Source: an optimization exercise on an open RTL-to-GDS flow (aim: small area). Production flows keep margins and buffers that such runs may drop. RTL that was checked went through simulation tests only; none was proved equivalent to the original. Power figures rest on the tool's default switching activity, not on a simulated workload.

==> fjord <==
// speckle_core
module speckle_core (
    input  wire        clk,
    input  wire        rst,
    input  wire        cmd_valid,
    input  wire [31:0] cmd,
    output wire        busy,
    input  wire        transport_present,
    input  wire        cfg_variant,           
    input  wire [1:0]  cfg_width,             
    input  wire [9:0]  cfg_npix,
    input  wire [7:0]  cfg_t_settle,
    input  wire [7:0]  cfg_t_exit,
    input  wire [15:0] cfg_t_frame,
    input  wire [7:0]  cfg_reg_burst_start,
    input  wire [7:0]  cfg_reg_reset,
    input  wire [7:0]  cfg_reg_laser_ctrl,
    input  wire [7:0]  cfg_reg_frame_capture,
    input  wire [7:0]  cfg_reg_pixel,
    input  wire [55:0] cfg_reg_other,         
    input  wire [7:0]  cfg_reset_sentinel,
    input  wire [7:0]  cfg_cap_cmd1,
    input  wire [7:0]  cfg_cap_cmd2,
    input  wire [7:0]  cfg_laser_fd_mask,
    input  wire        cfg_burst_pre_wait,
    input  wire        cfg_burst_byte_delay,
    input  wire [15:0] cfg_max_att,
    input  wire        cfg_max_att_inf,
    output reg         cs,
    output wire        xfer_req,
    output reg  [7:0]  xfer_out,
    input  wire        xfer_ack,
    input  wire [7:0]  xfer_in,
    output wire [7:0]  status,
    output reg  [3:0]  fault,
    output reg  [9:0]  finfo,
    output reg  [8:0]  flog,
    output reg  [1:0]  pstate,
    output wire [2:0]  fstate,
    output reg  [7:0]  resb,
    output reg  [15:0] res0,
    output wire [15:0] res1,
    output wire [15:0] dx,
    output wire [15:0] dy,
    output reg  [7:0]  sq,
    output wire [15:0] shutter,
    output reg  [7:0]  pixmax,
    output wire [7:0]  pixacc,
    output reg  [7:0]  motion,
    output reg  [7:0]  obs,
    output reg  [7:0]  pixsum,
    output reg  [7:0]  pixmin,
  ...
export LEC_CHECK = 0
export CAP_MARGIN = 20
export CORE_MARGIN = 2
export CORE_UTILIZATION = 40
export PLACE_DENSITY = 0.6
export SLEW_MARGIN = 20
create_clock -name core_clock -period 10.0 [get_ports {clk}]
run.sh (not shown) runs the stock make flow with config.mk's settings and CLKGATE_MAP_FILE= SYNTH_SCRIPT=/design/flow/synth_recipe.tcl, a recipe that flattens the netlist after the stock synthesis.
==> pepper: changes against fjord <==
--- a/flow/design.v
+++ b/flow/design.v
@@ -108,15 +108,15 @@
     localparam [1:0] W_FRAME  = 2'd3;    
     reg  [3:0]  state;
     reg  [2:0]  ck;
     reg  [1:0]  wph;
     reg         configured;
     reg         haz_guard;
     reg         resb_valid, res_valid, sample_valid, frame_valid;
-    reg  [15:0] cnt;               
+    reg  [7:0]  cnt;               
     reg  [15:0] att;               
     reg         p_variant;
     reg         p_w12;
     reg         p_n900;
     reg  [7:0]  p_t_settle;
     reg  [7:0]  p_t_exit;
     reg  [15:0] p_t_frame;
@@ -218,17 +218,18 @@
         end else if (is_init && !transport_present) begin
             rcode = F_TRANSPORT;
         end else if (is_init && prof_fail != 3'd0) begin
             rcode = F_PROFILE;  rinfo = {7'd0, prof_fail};
         end else
             rej = 1'b0;
     end
-    wire        guard_ok  = (cnt[15:8] != 8'd0) || ({1'b0, cnt[7:0]} + 9'd1 >= {1'b0, p_t_exit});
+    wire        guard_ok  = ({1'b0, cnt} + 9'd1 >= {1'b0, p_t_exit});
     wire        frame_w   = wph[0];    
-    wire        wait_done = (cnt == (frame_w ? p_t_frame : {8'd0, p_t_settle}));
+    wire        att_eq    = (att == (frame_w ? p_t_frame : p_max_att));
+    wire        wait_done = frame_w ? att_eq : (cnt == p_t_settle);
     wire is_write = (ck == K_WR) ||
                     (fcx && (step == ST_RESET || step == ST_LWR ||
                              step == ST_CMD1  || step == ST_CMD2));
     reg [6:0] addr7;
     always @(*) begin
         case (ck)
             K_RB:       addr7 = p_reg_burst_start;
@@ -312,30 +313,32 @@
     end
     wire [9:0] last_pix = p_n900 ? 10'd899 : 10'd483;
     wire       multi    = (op == OP_XFER) || (op == OP_WRREG) || (op == OP_RDREG) ||
                           (op == OP_BBEGIN) || (op == OP_BRDB) || (op == OP_RDBURST) ||
                           (op == OP_FCAP) || (op == OP_FCEND);
     always @(posedge clk) begin
         pix_valid <= 1'b0;
-        if (cnt != 16'hFFFF)
-            cnt <= cnt + 16'd1;
+        if (cnt != 8'hFF)
+            cnt <= cnt + 8'd1;
+        if (state == S_WAIT && frame_w)
+            att <= att + 16'd1;
         if (rst) begin
             state        <= S_IDLE;
             configured   <= 1'b0;
             cs           <= 1'b0;
             pstate       <= 2'd0;
             haz_guard    <= 1'b0;
             resb_valid   <= 1'b0;
             res_valid    <= 1'b0;
             sample_valid <= 1'b0;
             frame_valid  <= 1'b0;
             fault        <= 4'd0;
             finfo        <= 10'd0;
             flog         <= 9'd0;
-            cnt          <= 16'd0;
+            cnt          <= 8'd0;
             pix_valid    <= 1'b0;
         end else begin
             case (state)
             S_IDLE: begin
                 if (cmd_valid) begin
                     fault <= rcode;
                     finfo <= rinfo;
@@ -381,15 +384,15 @@
                         OP_SEL: begin
                             if (!guard_ok)
                                 haz_guard <= 1'b1;
                             cs <= 1'b1;
                         end
                         OP_DES, OP_BEND: begin
                             cs     <= 1'b0;
-                            cnt    <= 16'd0;
+                            cnt    <= 8'd0;
                             pstate <= 2'd0;
                         end
                         OP_XFER: begin
                             resb_valid <= 1'b1;
                             finfo      <= {2'b00, oa};
                             ck         <= K_X;
                         end
@@ -432,15 +435,15 @@
                     end
                 end
             end
             S_CHECK: begin
                 if (ck == K_X)
                     state <= S_BYTE;
                 else if (ck == K_BR) begin
-                    cnt   <= 16'd0;
+                    cnt   <= 8'd0;
                     state <= (wph == W_BDLY) ? S_WAIT : S_BYTE;
                 end else
                     state <= S_GUARD;
             end
             S_GUARD: begin
                 if (guard_ok) begin
                     cs    <= 1'b1;
@@ -448,58 +451,62 @@
                 end
             end
             S_ADDR: begin
                 if (xfer_ack) begin
                     if (is_write)
                         state <= S_WDATA;
                     else begin
-                        cnt   <= 16'd0;
+                        cnt   <= 8'd0;
                         wph   <= W_SETTLE;
                         state <= S_WAIT;
                     end
                 end
             end
             S_WDATA: begin
                 if (xfer_ack)
                     state <= S_DES;
             end
             S_WAIT: begin
                 if (wait_done) begin
-                    cnt <= 16'd0;
+                    cnt <= 8'd0;
                     case (wph)
                     W_SETTLE: begin
                         if (ck == K_BB) begin
                             fault <= 4'd0;
                             finfo <= 10'd0;
                             state <= S_IDLE;
                         end else if (ck == K_RB) begin
                             fault <= 4'd0;
+                            att <= 16'd0;
                             if (p_burst_pre_wait)
                                 wph <= W_PRE;
                             else if (p_burst_byte_delay)
                                 wph <= W_BDLY;
                             else
                                 state <= S_BYTE;
                         end else
                             state <= S_RDATA;
                     end
                     W_PRE: begin
                         if (ck == K_FC) begin
+                            att   <= 16'd1;
                             fault <= ST_PIX;         
                             state <= S_GUARD;
                         end
                         else if (p_burst_byte_delay)
                             wph <= W_BDLY;
                         else
                             state <= S_BYTE;
                     end
                     W_BDLY:
                         state <= S_BYTE;
-                    default:
+                    default: begin
+                        att <= 16'd0;
                         wph <= W_PRE;                
+                    end
                     endcase
                 end
             end
             S_RDATA: begin
                 if (xfer_ack) begin
                     if (ck == K_RD)
                         resb <= xfer_in;
@@ -512,15 +519,15 @@
                     state <= S_DES;
                 end
             end
             S_BYTE: begin
                 if (xfer_ack) begin
                     if (ck == K_RB) begin
                         fault <= fault + 4'd1;
-                        cnt   <= 16'd0;
+                        cnt   <= 8'd0;
                         if (fidx == nf_last)
                             state <= S_DES;
                         else if (p_burst_byte_delay) begin
                             wph   <= W_BDLY;
                             state <= S_WAIT;
                         end
                     end else begin
@@ -529,46 +536,44 @@
                         finfo <= 10'd0;
                         state <= S_IDLE;
                     end
                 end
             end
             S_DES: begin
                 cs    <= 1'b0;
-                cnt   <= 16'd0;
+                cnt   <= 8'd0;
                 state <= S_TDONE;
                 if (fcx && !(ck == K_FE && step == ST_LWR)) begin
                     if (step != ST_PIX) begin
                         fault <= (step == ST_CMD2) ? ST_FW : step + 4'd1;
-                        if (step == ST_CMD2) begin
+                        if (step == ST_CMD2)
                             finfo <= 10'd0;
-                            att   <= 16'd1;
-                        end
                     end else if (pix_valid) begin
                         if (finfo == last_pix) begin
                             frame_valid <= 1'b1;
                             fault       <= 4'd0;
                             finfo       <= 10'd0;
                         end else begin
                             finfo <= finfo + 10'd1;
                             att   <= 16'd1;
                         end
-                    end else if (!p_max_att_inf && att == p_max_att) begin
+                    end else if (!p_max_att_inf && att_eq) begin
                         fault    <= F_TIMEOUT;
                         flog[8]  <= 1'b1;
                     end else
                         att   <= att + 16'd1;
                 end else begin
                     fault <= 4'd0;
                     finfo <= 10'd0;
                 end
             end
             S_TDONE: begin
                 if (fcx && fault != 4'd0 && fault != F_TIMEOUT) begin
                     if (fault == ST_FW) begin
-                        cnt   <= 16'd0;
+                        att   <= 16'd0;
                         wph   <= W_FRAME;
                         state <= S_WAIT;
                     end else
                         state <= S_GUARD;
                 end else
                     state <= S_IDLE;
             end
==> flow/flow/run.sh (new file) <==
#!/bin/bash
set -euo pipefail
export BUFFER_PORTS_ARGS="-buffer_cell sky130_fd_sc_hd__buf_1"
export CTS_ARGS="-sink_clustering_enable -repair_clock_nets -dont_use_dummy_load -sink_clustering_size 16 -sink_clustering_max_diameter 60 -buf_list {sky130_fd_sc_hd__clkbuf_8}"
bash standard.sh > standard_make.log 2>&1
==> flow/standard.sh (new file) <==
#!/bin/bash
# synth_recipe.tcl (not shown) runs the flow's synth.tcl, then flattens the netlist and writes it again
# the make line also repeats each setting of config.mk as NAME=value (left out here)
make -C /OpenROAD-flow-scripts/flow DESIGN_CONFIG=/design/flow/config.mk WORK_HOME=/design/flow/orfs CLKGATE_MAP_FILE= SYNTH_SCRIPT=/design/flow/synth_recipe.tcl "${@:-finish}"
Settings changed: CORE_UTILIZATION 40 to 70, PLACE_DENSITY 0.6 to 0.8.
removed: flow/run.sh
==> onyx: changes against fjord <==
--- a/flow/design.v
+++ b/flow/design.v
@@ -73,22 +73,23 @@
     localparam [3:0] F_PROFILE     = 4'd2;
     localparam [3:0] F_ILLEGAL     = 4'd3;
     localparam [3:0] F_ADDRESS     = 4'd4;
     localparam [3:0] F_NOTCONFIG   = 4'd5;
     localparam [3:0] F_ALREADY     = 4'd6;
     localparam [3:0] F_BUSSTATE    = 4'd7;
     localparam [3:0] F_TIMEOUT     = 4'd8;
-    localparam [2:0] K_WR = 3'd0;    
-    localparam [2:0] K_RD = 3'd1;    
-    localparam [2:0] K_BB = 3'd2;    
-    localparam [2:0] K_RB = 3'd3;    
-    localparam [2:0] K_FC = 3'd4;    
-    localparam [2:0] K_FE = 3'd5;    
-    localparam [2:0] K_X  = 3'd6;    
-    localparam [2:0] K_BR = 3'd7;    
+    localparam [3:0] K_WR   = 4'b0000;   
+    localparam [3:0] K_RD   = 4'b0001;   
+    localparam [3:0] K_BB   = 4'b0010;   
+    localparam [3:0] K_BR   = 4'b0011;   
+    localparam [3:0] K_X    = 4'b0110;   
+    localparam [3:0] K_RB   = 4'b1000;   
+    localparam [3:0] K_FC   = 4'b1100;   
+    localparam [3:0] K_FE   = 4'b1101;   
+    localparam [3:0] K_NONE = 4'b0111;
     localparam [3:0] S_IDLE   = 4'd0;
     localparam [3:0] S_GUARD  = 4'd1;    
     localparam [3:0] S_ADDR   = 4'd2;    
     localparam [3:0] S_WDATA  = 4'd3;    
     localparam [3:0] S_WAIT   = 4'd4;    
     localparam [3:0] S_RDATA  = 4'd5;    
     localparam [3:0] S_BYTE   = 4'd6;    
@@ -103,20 +104,20 @@
     localparam [3:0] ST_FW     = 4'd9;   
     localparam [3:0] ST_PIX    = 4'd10;  
     localparam [1:0] W_SETTLE = 2'd0;    
     localparam [1:0] W_PRE    = 2'd1;    
     localparam [1:0] W_BDLY   = 2'd2;    
     localparam [1:0] W_FRAME  = 2'd3;    
     reg  [3:0]  state;
-    reg  [2:0]  ck;
+    reg  [3:0]  ck;
     reg  [1:0]  wph;
     reg         configured;
     reg         haz_guard;
     reg         resb_valid, res_valid, sample_valid, frame_valid;
-    reg  [15:0] cnt;               
+    reg  [7:0]  cnt;               
     reg  [15:0] att;               
     reg         p_variant;
     reg         p_w12;
     reg         p_n900;
     reg  [7:0]  p_t_settle;
     reg  [7:0]  p_t_exit;
     reg  [15:0] p_t_frame;
@@ -145,15 +146,15 @@
     assign busy     = (state != S_IDLE);
     assign status   = {haz_guard, frame_valid, sample_valid, res_valid,
                        resb_valid, configured, cs, busy};
     assign xfer_req = (state == S_ADDR) || (state == S_WDATA) ||
                       (state == S_RDATA) || (state == S_BYTE);
     assign fstate   = (busy && ck == K_FC) ? fault[3:1] : 3'd0;
     wire [3:0] step = fault;
-    wire       fcx  = (ck == K_FC) || (ck == K_FE);
+    wire       fcx  = ck[3] && ck[2];
     wire [7:0] op = cmd[31:24];
     wire [7:0] oa = cmd[23:16];
     wire [7:0] ob = cmd[15:8];
     wire [7:0] oc = cmd[7:0];
     reg legal, bus_ok;
     always @(*) begin
         case (op)
@@ -218,17 +219,18 @@
         end else if (is_init && !transport_present) begin
             rcode = F_TRANSPORT;
         end else if (is_init && prof_fail != 3'd0) begin
             rcode = F_PROFILE;  rinfo = {7'd0, prof_fail};
         end else
             rej = 1'b0;
     end
-    wire        guard_ok  = (cnt[15:8] != 8'd0) || ({1'b0, cnt[7:0]} + 9'd1 >= {1'b0, p_t_exit});
+    wire        guard_ok  = (cnt >= p_t_exit);
     wire        frame_w   = wph[0];    
-    wire        wait_done = (cnt == (frame_w ? p_t_frame : {8'd0, p_t_settle}));
+    wire        att_eq    = (att == (frame_w ? p_t_frame : p_max_att));
+    wire        wait_done = frame_w ? att_eq : (cnt == p_t_settle);
     wire is_write = (ck == K_WR) ||
                     (fcx && (step == ST_RESET || step == ST_LWR ||
                              step == ST_CMD1  || step == ST_CMD2));
     reg [6:0] addr7;
     always @(*) begin
         case (ck)
             K_RB:       addr7 = p_reg_burst_start;
@@ -312,38 +314,40 @@
     end
     wire [9:0] last_pix = p_n900 ? 10'd899 : 10'd483;
     wire       multi    = (op == OP_XFER) || (op == OP_WRREG) || (op == OP_RDREG) ||
                           (op == OP_BBEGIN) || (op == OP_BRDB) || (op == OP_RDBURST) ||
                           (op == OP_FCAP) || (op == OP_FCEND);
     always @(posedge clk) begin
         pix_valid <= 1'b0;
-        if (cnt != 16'hFFFF)
-            cnt <= cnt + 16'd1;
+        if (cnt != 8'hFF)
+            cnt <= cnt + 8'd1;
+        if (state == S_WAIT && frame_w)
+            att <= att + 16'd1;
         if (rst) begin
             state        <= S_IDLE;
             configured   <= 1'b0;
             cs           <= 1'b0;
             pstate       <= 2'd0;
             haz_guard    <= 1'b0;
             resb_valid   <= 1'b0;
             res_valid    <= 1'b0;
             sample_valid <= 1'b0;
             frame_valid  <= 1'b0;
             fault        <= 4'd0;
             finfo        <= 10'd0;
             flog         <= 9'd0;
-            cnt          <= 16'd0;
+            cnt          <= 8'd1;
             pix_valid    <= 1'b0;
         end else begin
             case (state)
             S_IDLE: begin
                 if (cmd_valid) begin
                     fault <= rcode;
                     finfo <= rinfo;
-                    ck    <= K_WR;
+                    ck    <= (rej || !multi) ? K_NONE : {op[6], op[4], op[1], op[0]};
                     state <= (rej || !multi) ? S_TDONE : S_CHECK;
                     if (rej)
                         flog[rcode] <= 1'b1;
                     else begin
                         case (op)
                         OP_INIT: begin
                             p_variant           <= cfg_variant;
@@ -381,66 +385,58 @@
                         OP_SEL: begin
                             if (!guard_ok)
                                 haz_guard <= 1'b1;
                             cs <= 1'b1;
                         end
                         OP_DES, OP_BEND: begin
                             cs     <= 1'b0;
-                            cnt    <= 16'd0;
+                            cnt    <= 8'd1;
                             pstate <= 2'd0;
                         end
                         OP_XFER: begin
                             resb_valid <= 1'b1;
                             finfo      <= {2'b00, oa};
-                            ck         <= K_X;
                         end
                         OP_WRREG: begin
                             pix_data <= oa[6:0];
                             finfo    <= {2'b00, ob};
-                            ck       <= K_WR;
                         end
                         OP_RDREG: begin
                             resb_valid <= 1'b1;
                             pix_data   <= oa[6:0];
-                            ck         <= K_RD;
                         end
                         OP_BBEGIN: begin
                             pstate   <= 2'd1;
                             pix_data <= oa[6:0];
-                            ck       <= K_BB;
                         end
                         OP_BRDB: begin
                             resb_valid <= 1'b1;
                             pstate     <= 2'd2;
                             wph        <= oa[0] ? W_BDLY : W_SETTLE;
-                            ck         <= K_BR;
                         end
                         OP_RDBURST: begin
                             sample_valid <= 1'b1;
-                            ck           <= K_RB;
                         end
                         OP_FCAP: begin
                             frame_valid <= 1'b0;
                             fault       <= ST_RESET;
-                            ck          <= K_FC;
                         end
                         OP_FCEND: begin
                             fault       <= ST_RESET;
-                            ck          <= K_FE;
                         end
                         default: ;
                         endcase
                     end
                 end
             end
             S_CHECK: begin
                 if (ck == K_X)
                     state <= S_BYTE;
                 else if (ck == K_BR) begin
-                    cnt   <= 16'd0;
+                    cnt   <= 8'd0;
                     state <= (wph == W_BDLY) ? S_WAIT : S_BYTE;
                 end else
                     state <= S_GUARD;
             end
             S_GUARD: begin
                 if (guard_ok) begin
                     cs    <= 1'b1;
@@ -448,58 +444,62 @@
                 end
             end
             S_ADDR: begin
                 if (xfer_ack) begin
                     if (is_write)
                         state <= S_WDATA;
                     else begin
-                        cnt   <= 16'd0;
+                        cnt   <= 8'd0;
                         wph   <= W_SETTLE;
                         state <= S_WAIT;
                     end
                 end
             end
             S_WDATA: begin
                 if (xfer_ack)
                     state <= S_DES;
             end
             S_WAIT: begin
                 if (wait_done) begin
-                    cnt <= 16'd0;
+                    cnt <= 8'd0;
                     case (wph)
                     W_SETTLE: begin
                         if (ck == K_BB) begin
                             fault <= 4'd0;
                             finfo <= 10'd0;
                             state <= S_IDLE;
                         end else if (ck == K_RB) begin
                             fault <= 4'd0;
+                            att <= 16'd0;
                             if (p_burst_pre_wait)
                                 wph <= W_PRE;
                             else if (p_burst_byte_delay)
                                 wph <= W_BDLY;
                             else
                                 state <= S_BYTE;
                         end else
                             state <= S_RDATA;
                     end
                     W_PRE: begin
                         if (ck == K_FC) begin
+                            att   <= 16'd1;
                             fault <= ST_PIX;         
                             state <= S_GUARD;
                         end
                         else if (p_burst_byte_delay)
                             wph <= W_BDLY;
                         else
                             state <= S_BYTE;
                     end
                     W_BDLY:
                         state <= S_BYTE;
-                    default:
+                    default: begin
+                        att <= 16'd0;
                         wph <= W_PRE;                
+                    end
                     endcase
                 end
             end
             S_RDATA: begin
                 if (xfer_ack) begin
                     if (ck == K_RD)
                         resb <= xfer_in;
@@ -512,15 +512,15 @@
                     state <= S_DES;
                 end
             end
             S_BYTE: begin
                 if (xfer_ack) begin
                     if (ck == K_RB) begin
                         fault <= fault + 4'd1;
-                        cnt   <= 16'd0;
+                        cnt   <= 8'd0;
                         if (fidx == nf_last)
                             state <= S_DES;
                         else if (p_burst_byte_delay) begin
                             wph   <= W_BDLY;
                             state <= S_WAIT;
                         end
                     end else begin
@@ -529,46 +529,44 @@
                         finfo <= 10'd0;
                         state <= S_IDLE;
                     end
                 end
             end
             S_DES: begin
                 cs    <= 1'b0;
-                cnt   <= 16'd0;
+                cnt   <= 8'd1;
                 state <= S_TDONE;
                 if (fcx && !(ck == K_FE && step == ST_LWR)) begin
                     if (step != ST_PIX) begin
                         fault <= (step == ST_CMD2) ? ST_FW : step + 4'd1;
-                        if (step == ST_CMD2) begin
+                        if (step == ST_CMD2)
                             finfo <= 10'd0;
-                            att   <= 16'd1;
-                        end
                     end else if (pix_valid) begin
                         if (finfo == last_pix) begin
                             frame_valid <= 1'b1;
                             fault       <= 4'd0;
                             finfo       <= 10'd0;
                         end else begin
                             finfo <= finfo + 10'd1;
                             att   <= 16'd1;
                         end
-                    end else if (!p_max_att_inf && att == p_max_att) begin
+                    end else if (!p_max_att_inf && att_eq) begin
                         fault    <= F_TIMEOUT;
                         flog[8]  <= 1'b1;
                     end else
                         att   <= att + 16'd1;
                 end else begin
                     fault <= 4'd0;
                     finfo <= 10'd0;
                 end
             end
             S_TDONE: begin
                 if (fcx && fault != 4'd0 && fault != F_TIMEOUT) begin
                     if (fault == ST_FW) begin
-                        cnt   <= 16'd0;
+                        att   <= 16'd0;
                         wph   <= W_FRAME;
                         state <= S_WAIT;
                     end else
                         state <= S_GUARD;
                 end else
                     state <= S_IDLE;
             end
==> flow/flow/run.sh (new file) <==
#!/bin/bash
set -euo pipefail
export BUFFER_PORTS_ARGS="-buffer_cell sky130_fd_sc_hd__buf_1"
export CTS_ARGS="-sink_clustering_enable -repair_clock_nets -dont_use_dummy_load -sink_clustering_size 16 -sink_clustering_max_diameter 60 -buf_list {sky130_fd_sc_hd__clkbuf_8}"
bash standard.sh > standard_make.log 2>&1
==> flow/standard.sh (new file) <==
#!/bin/bash
# synth_recipe.tcl (not shown) runs the flow's synth.tcl, then flattens the netlist and writes it again
# the make line also repeats each setting of config.mk as NAME=value (left out here)
make -C /OpenROAD-flow-scripts/flow DESIGN_CONFIG=/design/flow/config.mk WORK_HOME=/design/flow/orfs CLKGATE_MAP_FILE= SYNTH_SCRIPT=/design/flow/synth_recipe.tcl "${@:-finish}"
Settings changed: CORE_UTILIZATION 40 to 70, PLACE_DENSITY 0.6 to 0.8.
removed: flow/run.sh
==> comparison <==
Fmax: pepper > fjord > onyx. Clock skew: onyx > pepper > fjord. Against fjord, the design area of pepper is smaller by 19%. Against fjord, the sequential power of onyx is smaller by about 2%. The lowest global-route usage belongs to fjord, the highest to onyx. Between fjord and onyx, the lower combinational power is in fjord (gap 3.1%, measured against onyx). Die area, lowest first: onyx, pepper, fjord. Against pepper, the register-to-register slack of onyx is better by 0.22 ns. The highest hold slack belongs to pepper, the lowest to fjord. First-iteration DRC count: fjord < pepper < onyx. Cell count: fjord > pepper > onyx.
==> figures <==
item                                                                                    pepper                    onyx                   fjord
Vias/cell                                                                                 6.58                    6.74                    5.60
Chip Width                                                                              155 um                  155 um                  206 um
Post-route cell area                                                               0.0180 mm^2             0.0180 mm^2             0.0222 mm^2
Area of the multi-input gates                                                     0.00589 mm^2            0.00582 mm^2            0.00600 mm^2
Floorplan die area                                                                 0.0241 mm^2             0.0240 mm^2             0.0426 mm^2
Non-clk buf share                                                                        9.46%                   9.61%                   19.4%
Number of logic stages on the critical path including buffering                             10                      11                      10
Critical path endpoint                                                 p_mask_bit[1]$_DFFE_PP_  p_t_frame[8]$_DFFE_PP_  p_t_frame[7]$_DFFE_PP_
Status                                                                timing/DRC/antenna clean  timing/DRC/antenna clean  timing/DRC/antenna clean
Number of flip-flops and latches                                                           337                     338                     345
Synthesized netlist cell count                                                            1375                    1362                    1411
First-pass GRT wire length                                                             68.9 mm                 73.2 mm                 77.4 mm
Register share of the cell area                                                          52.7%                   53.1%                   44.2%
Total routing resource utilization after global routing                                  37.2%                   39.9%                   24.2%
Plain + repair buffers                                                                     433                     433                     435
Number of multi-input combinational cells in the layout                                    887                     897                     925
Area of placed instances                                                           0.0176 mm^2             0.0175 mm^2             0.0209 mm^2
Layout Area Growth over Synthesis                                                        12.6%                   12.7%                   35.6%
Weighted congestion at the end of routability-driven global placement                    0.958                    1.01                   0.938
Global-route track usage on met1                                                         45.6%                   49.6%                   34.4%
Via count                                                                                13300                   13600                   13200
Area share of fa/ha/maj cells after synthesis                                            1.94%                   1.71%                   1.59%
Mean routed wirelength per cell                                                        23.0 um                 24.5 um                 22.6 um
For onyx, only the layout was checked, not whether the RTL still works.

[re-timing with driven ports]
How much do the figures lean on ideal ports? The routed layouts below were timed once more, with nothing changed but the port constraints.
Step 1 assumes that a clkbuf_16 drives the clock port and a buf_2 every other input.
Step 2, shift: input delay + t, output delay - t, t = (earliest + latest rising clock arrival at the registers) / 2. This alone moves slack from input paths to output paths.
Three values: ideal, step 1, step 2; two values: the first two.
run | t (ns) | setup slack, ns | clock arrival spread, ns | worst register clock-pin slew, ns | worst slew at a driven data input, ns
fjord | 0.598 | 3.518 / 3.528 / 2.930 | 0.012 / 0.012 | 0.06 / 0.06 | 0.10
pepper | 0.607 | 4.093 / 4.114 / 3.507 | 0.056 / 0.056 | 0.10 / 0.10 | 0.07
onyx | 0.622 | 3.513 / 3.526 / 2.904 | 0.088 / 0.088 | 0.10 / 0.10 | 0.07
After both steps every run listed still meets setup and hold. The setup slack of onyx, which loses most, moves by +0.013 ns with the drivers and by -0.609 ns with both steps.
